This design comes from an exercise in tuning for small area, a short achievable clock period and few clock cycles on the open sky130 flow, not from production work.
The RTL was checked by simulation tests, not by an equivalence proof against the original design.
No driver is modelled on the clock port, so clock power and skew are understated where the tree is cut down; a real chip needs a root buffer or a tree.
Power is estimated from default activity; no workload was simulated.

exp/lagoon:
==> flow/design.v (excerpt) <==
module lidar_framer (
    input  wire         clk,
    input  wire         rst,
    input  wire         cancel,
    input  wire         in_valid,
    input  wire [7:0]   in_data,
    output reg          in_ready,
    output reg          out_valid,
    input  wire         out_ready,
    output wire [339:0] out_rec,
    output reg          err_valid,
    output wire [1:0]   err_code,
    output reg          drop_pulse
);
    reg  [7:0]   d_q;
    reg          v_q;
    reg          in_frame;      
    reg  [5:0]   idx;           
    reg          have_prev;     
    reg          prev_54;       
    reg  [5:0]   dw;            
    reg  [7:0]   sum_lo;
    reg  [5:0]   sum_hi;
    reg          sum_c;
    reg          lo_ok;
    reg  [335:0] sr;
    reg          sh_q;          
    reg          clr_q;         
    wire active   = !rst && !cancel;
    wire consume  = v_q;
    wire take     = active && in_valid && in_ready;
    localparam [5:0] I2  = 6'b000001, I41 = 6'b110111, I42 = 6'b101110,
                     I44 = 6'b111011, I45 = 6'b110110, I46 = 6'b101100;
    wire [5:0] idx_nx = {idx[4:0], idx[5] ^ idx[4]};
    wire is_c0    = (idx == I45);
    wire is_c1    = (idx == I46);
    wire is_sum   = !is_c0 && !is_c1;
    wire is_data  = is_sum && (idx != I42);
    wire f_consume = consume && in_frame;
    wire s_consume = consume && !in_frame;
    wire hdr       = s_consume && have_prev && prev_54 && (d_q == 8'h2C);
    wire new_drop  = s_consume && have_prev && !hdr;
    localparam [5:0] D44 = 6'b000001, D0 = 6'b101100, DM = 6'b011001;
    wire [5:0] dw_nx = {dw[4:0], dw[5] ^ dw[4]};
    wire dw_max    = (dw == DM);
    wire dw_zero   = (dw == D0);
    wire fire_drop = in_frame ? (f_consume && !is_c1 && dw_zero)
                              : (s_consume && dw_max);
    wire done      = f_consume && is_c1;
  ...
For scale: ~380 flip-flops, roughly 12000 um^2 of cells after synthesis.
clock: 10.0 ns
lec_check: 0
abc_area: 1
cap_margin: 20
core_margin: 2
core_utilization: 55
place_density: 0.7
slew_margin: 20
standard.sh (not shown) runs the stock make flow with config.mk's settings and CLKGATE_MAP_FILE= SYNTH_SCRIPT=/design/flow/synth_recipe.tcl, a recipe that flattens the netlist after the stock synthesis.
==> flow/flow/run.sh <==
#!/bin/bash
# Standard ORFS layout with the smallest buffer on every port, clock tree
# clusters from CTS (clkbuf_16 only, larger clusters, no dummy loads), and the
# tree above the clusters rebuilt by flow/clock_tree.tcl: the clock port
# drives four group inverters, each driving the leaf inverters of a quadrant;
# paths left behind the output paths are then repaired (see clock_tree.tcl).
set -euo pipefail
# Synthesis: plain logic for abc instead of the half/full adder cells.
export ADDER_MAP_FILE=
export BUFFER_PORTS_ARGS="-buffer_cell sky130_fd_sc_hd__buf_1"
export CTS_ARGS="-sink_clustering_enable -repair_clock_nets -dont_use_dummy_load -sink_clustering_size 25 -sink_clustering_max_diameter 100 -buf_list sky130_fd_sc_hd__clkbuf_16"
export POST_CTS_TCL="$(pwd)/flow/clock_tree.tcl"
bash standard.sh > standard.log 2>&1
Other scripts of this flow, unchanged in this note and not shown: flow/flow/clock_tree.tcl
Testbench counts of exp/lagoon, summed over its fixed seeds: cycles 15,519.
> inputs changed (exp/lagoon -> exp/nickel)
- putting ABC_CLOCK_PERIOD_IN_PS at 4000 where nothing was set
- clearing ABC_AREA, which used to be 1
Global routing usage on met1: exp/lagoon and exp/nickel compared, lower one is exp/nickel. Lower maximum frequency among exp/lagoon and exp/nickel: exp/nickel. Delta (exp/nickel minus exp/lagoon): worst hold slack after final layout now smaller, synthesis-to-finish area growth flat. Worst slack at placement (higher): exp/lagoon. Transition time of the tightest slew-check pin, exp/lagoon and exp/nickel, lower one = exp/lagoon. Number of unique standard cell types used by synthesis: exp/lagoon and exp/nickel compared, lower one is exp/lagoon. Changes observed in exp/nickel relative to exp/lagoon: final design instance area without fill saw a decrease; part of the total power dissipated in combinational logic saw a decrease; wire length after detailed routing saw little to no change.
diff inputs: exp/nickel => exp/delta
- swapping 55 for 58 in CORE_UTILIZATION
- swapping 0.7 for 0.72 in PLACE_DENSITY
diff --git a/flow/flow/run.sh b/flow/flow/run.sh
--- a/flow/flow/run.sh
+++ b/flow/flow/run.sh
@@ -8,2 +7,0 @@
-# Synthesis: plain logic for abc instead of the half/full adder cells.
-export ADDER_MAP_FILE=
## What came out
On global-route track usage on met1, exp/nickel and exp/delta are basically level. Between exp/nickel and exp/delta, the placed cell count figures differ only marginally. Diff exp/nickel -> exp/delta: slew at the pin closest to its max-slew limit down 120 ps; die outline height went down; total chip power roughly the same; share of cells above drive strength 1 moved up. Going from exp/nickel to exp/delta, power share of the clock group went down by 0.2 points; fraction of the cycle the final worst path needs closely matched the old numbers.
Relative to exp/delta, the following input files were edited for exp/yarrow:
- changing PLACE_DENSITY from 0.72 to 0.65
- changing CORE_UTILIZATION from 58 to 50
diff --git a/flow/flow/run.sh b/flow/flow/run.sh
--- a/flow/flow/run.sh
+++ b/flow/flow/run.sh
@@ -7,0 +8,2 @@
+# Synthesis: plain logic for abc instead of the half/full adder cells.
+export ADDER_MAP_FILE=
Results
Diff exp/delta and exp/yarrow: met2 routed wirelength higher in exp/delta
Sort exp/delta and exp/yarrow by growth of design area from synthesis to finish desc -> top: exp/yarrow
Changes observed in exp/yarrow relative to exp/delta: placed cell area now smaller, fraction of layout instances using a drive strength above 1 now smaller, least setup slack across all paths after layout now larger, final non-filler cell total now larger.
The lower pre-CTS worst setup slack of exp/delta and exp/yarrow is in exp/yarrow.
Between exp/delta and exp/yarrow, the total design power figures differ only marginally.
Looking at count of cells along the worst register-to-register path across exp/delta and exp/yarrow, the one that comes out higher is exp/yarrow.
No run of this note takes its clock network from TritonCTS; it comes from the design's own scripts or RTL.

Another version of the RTL of lidar_framer (not shown whole).
Size: ~590 cells after synthesis, roughly 380 flip-flops, roughly 360 I/O pins.
clock: 10.0 ns
lec_check: 0
abc_clock_period_in_ps: 4000
cap_margin: 20
core_margin: 2
core_utilization: 55
place_density: 0.7
slew_margin: 20
==> flow/flow/run.sh <==
#!/bin/bash
# Standard ORFS layout with the smallest buffer on every port and a clock
# tree built from clkbuf_16 only, in larger sink clusters without dummy
# loads; above the leaf buffers the tree is rebuilt (flow/post_cts.tcl) so
# the clock port drives four quadrant buffers directly.
set -euo pipefail
export BUFFER_PORTS_ARGS="-buffer_cell sky130_fd_sc_hd__buf_1"
export CTS_ARGS="-sink_clustering_enable -repair_clock_nets -dont_use_dummy_load -sink_clustering_size 30 -sink_clustering_max_diameter 100 -buf_list sky130_fd_sc_hd__clkbuf_16"
export POST_CTS_TCL="$(pwd)/flow/post_cts.tcl"
bash standard.sh > standard.log 2>&1
Other scripts of this flow, unchanged in this note and not shown: flow/flow/post_cts.tcl, flow/flow/regroup.tcl
Testbench counts at the start, summed over its fixed seeds: cycles 15,519.
Rerun with:
--- a/flow/flow/run.sh
+++ b/flow/flow/run.sh
@@ -8 +8 @@
-export CTS_ARGS="-sink_clustering_enable -repair_clock_nets -dont_use_dummy_load -sink_clustering_size 30 -sink_clustering_max_diameter 100 -buf_list sky130_fd_sc_hd__clkbuf_16"
+export CTS_ARGS="-sink_clustering_enable -repair_clock_nets -dont_use_dummy_load -sink_clustering_size 25 -sink_clustering_max_diameter 100 -buf_list sky130_fd_sc_hd__clkbuf_16"
Outcome:
- The new run passed the timing, design-rule and antenna checks
- sequential power is about the same
- critical path depth stays the same
- worst hold slack is worse by 48 ps
- cell area is higher by 0.52%

Setup of old:
lidar_framer, a different RTL version from the one above (not shown whole).
Size: about 630 cells after synthesis, roughly 390 flip-flops, roughly 360 I/O pins.
Settings: LEC_CHECK=0, CAP_MARGIN=20, CORE_MARGIN=2, CORE_UTILIZATION=40, PLACE_DENSITY=0.6, SLEW_MARGIN=20; clock period 10.0 ns.
run.sh (not shown) runs the stock make flow with config.mk's settings and CLKGATE_MAP_FILE= SYNTH_SCRIPT=/design/flow/synth_recipe.tcl, a recipe that flattens the netlist after the stock synthesis.
Stock flow here: none of the scripts above is used.
Testbench counts of old, summed over its fixed seeds: cycles 15,519.
Input-level comparison between new and old:
==> flow/flow/run.sh (new file) <==
#!/bin/bash
# Standard ORFS layout with smaller port buffers and a shallower clock tree.
set -euo pipefail
export BUFFER_PORTS_ARGS="-buffer_cell sky130_fd_sc_hd__buf_1"
export CTS_BUF_LIST="sky130_fd_sc_hd__clkbuf_8"
bash standard.sh > standard.log 2>&1
==> flow/standard.sh (new file) <==
#!/bin/bash
# synth_recipe.tcl (not shown) runs the flow's synth.tcl, then flattens the netlist and writes it again
# the make line also repeats each setting of config.mk as NAME=value (left out here)
make -C /OpenROAD-flow-scripts/flow DESIGN_CONFIG=/design/flow/config.mk WORK_HOME=/design/flow/orfs CLKGATE_MAP_FILE= SYNTH_SCRIPT=/design/flow/synth_recipe.tcl "${@:-finish}"
removed: flow/run.sh
Findings:
new: fraction of power consumed by sequential logic higher than old
Every stage of the flow completed for new, and the final layout passed the timing, design-rule and antenna checks.
Re routed wire length: old was higher than new.
Area of the die: new vs old identical
When the final numbers for old and new were put side by side, the sequential share of layout area turned out to be greater in new.
Final period utilization of old is on par with new.

lidar_framer, a different RTL version from the one above (not shown whole).
For scale: roughly 590 cells after synthesis, ~380 flip-flops, about 360 I/O pins, roughly 12000 um2 of cells after synthesis.
## lidar_framer
module lidar_framer (
    input  wire         clk,
    input  wire         rst,
    input  wire         cancel,
    input  wire         in_valid,
    input  wire [7:0]   in_data,
    output reg          in_ready,
    output reg          out_valid,
    input  wire         out_ready,
    output wire [339:0] out_rec,
    output reg          err_valid,
    output wire [1:0]   err_code,
    output reg          drop_pulse
);
Settings: LEC_CHECK=0, ABC_CLOCK_PERIOD_IN_PS=4000, CAP_MARGIN=20, CORE_MARGIN=2, CORE_UTILIZATION=55, PLACE_DENSITY=0.7, SLEW_MARGIN=20; clock period 10.0 ns.
standard.sh (not shown) runs the stock make flow with config.mk's settings and CLKGATE_MAP_FILE= SYNTH_SCRIPT=/design/flow/synth_recipe.tcl, a recipe that flattens the netlist after the stock synthesis.
==> flow/flow/run.sh <==
#!/bin/bash
# Standard ORFS layout with the smallest buffer on every port, clock tree
# clusters from CTS (clkbuf_16 only, larger clusters, no dummy loads), and the
# tree above the clusters rebuilt by flow/clock_tree.tcl: the clock port
# drives four group inverters, each driving the leaf inverters of a quadrant.
set -euo pipefail
export BUFFER_PORTS_ARGS="-buffer_cell sky130_fd_sc_hd__buf_1"
export CTS_ARGS="-sink_clustering_enable -repair_clock_nets -dont_use_dummy_load -sink_clustering_size 25 -sink_clustering_max_diameter 100 -buf_list sky130_fd_sc_hd__clkbuf_16"
export POST_CTS_TCL="$(pwd)/flow/clock_tree.tcl"
bash standard.sh > standard.log 2>&1
==> flow/flow/clock_tree.tcl <==
# Clock tree rework, run at the end of ORFS's CTS step (POST_CTS_TCL).
#
# CTS clusters the registers and gives each cluster a leaf buffer
# (clkbuf_leaf_*); those clusters are kept. The levels above them are
# rebuilt: the clock port drives NGX*NGY group cells directly (the limit is 4
# cell pins), each placed at the centre of one group of leaves (groups from
# sorting the leaves by x, then by y) and driving that group. Group cells and
# leaf cells are inverters, so every register sees the clock through two
# inversions, i.e. with its own polarity, and through one fewer stage.

proc out_iterm { inst } {
  foreach it [$inst getITerms] {
    if {[$it isOutputSignal]} { return $it }
  }
  return NULL
}

proc rework_clock_tree { ngx ngy group_cell leaf_cell } {
  set db [ord::get_db]
  set block [ord::get_db_block]
  set port_net [[$block findBTerm clk] getNet]
  set leaves {}
  set upper {}
  foreach inst [$block getInsts] {
    set n [$inst getName]
    if {[string match clkbuf_leaf_* $n]} {
      lappend leaves $inst
    } elseif {[string match clkbuf_*_clk $n] || [string match clkbuf_*__f_clk $n]} {
      lappend upper $inst
    }
  }
  # drop the levels above the leaves
  set nets {}
  foreach inst $upper {
    set onet [[out_iterm $inst] getNet]
    if {$onet ne "NULL" && [lsearch $nets $onet] < 0} { lappend nets $onet }
  }
  foreach inst $upper { odb::dbInst_destroy $inst }
  foreach inst $leaves { [$inst findITerm A] disconnect }
  foreach net $nets { odb::dbNet_destroy $net }
  foreach it [$port_net getITerms] {
    error "clock_tree: clk still drives [[$it getInst] getName]"
  }
  # leaves become inverters, same place and nets
  set lmaster [$db findMaster $leaf_cell]
  set pts {}
  foreach old $leaves {
    set n [$old getName]
    set x [[out_iterm $old] getNet]
    set loc [$old getLocation]
    odb::dbInst_destroy $old
    set inst [odb::dbInst_create $block $lmaster $n]
    $inst setLocation [lindex $loc 0] [lindex $loc 1]
    $inst setPlacementStatus PLACED
    [out_iterm $inst] connect $x
    set bb [$inst getBBox]
    lappend pts [list [expr {([$bb xMin] + [$bb xMax]) / 2}] [expr {([$bb yMin] + [$bb yMax]) / 2}] $inst]
  }
  # group the leaves
  set n [llength $pts]
  set pts [lsort -integer -index 0 $pts]
  set groups {}
  for {set i 0} {$i < $ngx} {incr i} {
    set col [lsort -integer -index 1 [lrange $pts [expr {$i * $n / $ngx}] [expr {($i + 1) * $n / $ngx - 1}]]]
    set m [llength $col]
    for {set j 0} {$j < $ngy} {incr j} {
      lappend groups [lrange $col [expr {$j * $m / $ngy}] [expr {($j + 1) * $m / $ngy - 1}]]
    }
  }
  set gmaster [$db findMaster $group_cell]
  set k 0
  foreach g $groups {
    if {[llength $g] == 0} { continue }
    set cx 0; set cy 0
    foreach p $g { incr cx [lindex $p 0]; incr cy [lindex $p 1] }
    set cx [expr {$cx / [llength $g]}]
    set cy [expr {$cy / [llength $g]}]
    set inst [odb::dbInst_create $block $gmaster "clkbuf_grp_$k"]
    $inst setLocation [expr {$cx - [$gmaster getWidth] / 2}] [expr {$cy - [$gmaster getHeight] / 2}]
    $inst setPlacementStatus PLACED
    set net [odb::dbNet_create $block "clknet_grp_$k"]
    $net setSigType CLOCK
    [$inst findITerm A] connect $port_net
    [out_iterm $inst] connect $net
    foreach p $g { [[lindex $p 2] findITerm A] connect $net }
    incr k
  }
  puts "clock_tree: [llength $leaves] leaves in $k groups, [llength $upper] upper buffers removed"
}

rework_clock_tree 2 2 sky130_fd_sc_hd__inv_12 sky130_fd_sc_hd__inv_12
detailed_placement
estimate_parasitics -placement
report_clock_skew

# With the faster tree the output paths set the period. Repair the paths that
# are behind them (in practice the shift enable's buffer tree, which nothing
# repaired while it met the 10 ns clock easily), aiming a little short of the
# output paths' slack so that these are left alone.
set out_path [lindex [find_timing_paths -path_delay max -to [all_outputs]] 0]
set out_slack [get_property $out_path slack]
set margin [expr {$out_slack - 0.03}]
puts "clock_tree: worst output slack $out_slack, repair_timing -setup_margin $margin"
repair_timing -setup -setup_margin $margin -verbose
detailed_placement
check_placement -verbose
estimate_parasitics -placement
report_checks -path_delay max -format end -group_path_count 5
The baseline finished with timing, DRC and antenna clean.
Testbench counts at the start, summed over its fixed seeds: cycles 15,519.
Then changed:
--- a/flow/flow/run.sh
+++ b/flow/flow/run.sh
@@ -3,5 +3,6 @@
 # clusters from CTS (clkbuf_16 only, larger clusters, no dummy loads), and the
 # tree above the clusters rebuilt by flow/clock_tree.tcl: the clock port
-# drives four group inverters, each driving the leaf inverters of a quadrant.
+# drives four group inverters, each driving the leaf inverters of a quadrant;
+# paths left behind the output paths are then repaired (see clock_tree.tcl).
 set -euo pipefail
 export BUFFER_PORTS_ARGS="-buffer_cell sky130_fd_sc_hd__buf_1"
Effect:
- The changed run produced a clean layout
- critical path depth does not change
- via count stays the same
- total power is unchanged
- maximum frequency does not change
- synthesized area is unchanged
- setup slack is unchanged
- hold slack stays the same
- cell area stays the same
Then changed:
--- a/flow/flow/run.sh
+++ b/flow/flow/run.sh
@@ -3,6 +3,5 @@
 # clusters from CTS (clkbuf_16 only, larger clusters, no dummy loads), and the
 # tree above the clusters rebuilt by flow/clock_tree.tcl: the clock port
-# drives four group inverters, each driving the leaf inverters of a quadrant;
-# paths left behind the output paths are then repaired (see clock_tree.tcl).
+# drives four group inverters, each driving the leaf inverters of a quadrant.
 set -euo pipefail
 export BUFFER_PORTS_ARGS="-buffer_cell sky130_fd_sc_hd__buf_1"
--- a/flow/flow/clock_tree.tcl
+++ b/flow/flow/clock_tree.tcl
@@ -91,18 +91,5 @@
 rework_clock_tree 2 2 sky130_fd_sc_hd__inv_12 sky130_fd_sc_hd__inv_12
 detailed_placement
+check_placement -verbose
 estimate_parasitics -placement
 report_clock_skew
-
-# With the faster tree the output paths set the period. Repair the paths that
-# are behind them (in practice the shift enable's buffer tree, which nothing
-# repaired while it met the 10 ns clock easily), aiming a little short of the
-# output paths' slack so that these are left alone.
-set out_path [lindex [find_timing_paths -path_delay max -to [all_outputs]] 0]
-set out_slack [get_property $out_path slack]
-set margin [expr {$out_slack - 0.03}]
-puts "clock_tree: worst output slack $out_slack, repair_timing -setup_margin $margin"
-repair_timing -setup -setup_margin $margin -verbose
-detailed_placement
-check_placement -verbose
-estimate_parasitics -placement
-report_checks -path_delay max -format end -group_path_count 5
Settings changed: CORE_UTILIZATION 55 to 60, PLACE_DENSITY 0.7 to 0.72.
- The new run produced a clean layout
- setup slack loses 49 ps
- hold slack loses 9.1 ps
- routed wire length rose by 5.2%
- global-route usage rose by 2.8 points
- synthesized area does not change
- via count rose by 1.1%
- clock power rose by about 1%
- total power rose by 0.32%
No run of this note takes its clock network from TritonCTS; it comes from the design's own scripts or RTL.

afterwards: timing with drivers on the ports:
The flow's constraints put no driver on any port. The routed layouts listed below were extracted and timed again, unchanged, in two steps.
Step 1 assumes that a clkbuf_16 drives the clock port and a buf_2 every other input.
Step 2 also shifts input and output timing later by t, the mid clock arrival at the registers, as if the neighbouring blocks saw the same clock.
Three values: ideal ports, drivers, drivers and shift; two values: the first two.
run	t (ns)	setup WS [ns]	hold WS [ns]	slew at the worst register clock pin (ns)	cell pins on the clock port's net
exp/lagoon	0.311	7.238 / 7.063 / 7.159	0.408 / 0.408 / 0.408	0.10 / 0.11	4
exp/nickel	0.305	7.208 / 7.033 / 7.141	0.393 / 0.393 / 0.393	0.10 / 0.10	4
exp/delta	0.305	7.207 / 7.031 / 7.293	0.395 / 0.395 / 0.395	0.09 / 0.10	4
exp/yarrow	0.308	7.221 / 7.043 / 7.300	0.398 / 0.399 / 0.399	0.09 / 0.09	4
the first run of note 2	0.401	7.057 / 6.963 / 6.958	0.438 / 0.438 / 0.438	0.11 / 0.11	4
the second run of note 2	0.391	7.068 / 6.973 / 6.964	0.390 / 0.390 / 0.390	0.10 / 0.10	4
old	0.561	6.489 / 6.442 / 6.443	0.432 / 0.432 / 0.432	0.06 / 0.06	1
new	0.633	6.487 / 6.487 / 6.487	0.441 / 0.441 / 0.441	0.07 / 0.07	1
the first run of note 4	0.310	7.230 / 7.052 / 7.180	0.404 / 0.404 / 0.404	0.10 / 0.10	4
the second run of note 4	0.310	7.230 / 7.052 / 7.180	0.404 / 0.404 / 0.404	0.10 / 0.10	4
the third run of note 4	0.300	7.181 / 7.012 / 7.141	0.394 / 0.395 / 0.395	0.09 / 0.10	4
After both steps every run listed still meets setup and hold. The setup slack of the second run of note 2, which loses most, moves by -0.095 ns with the drivers and by -0.104 ns with both steps.
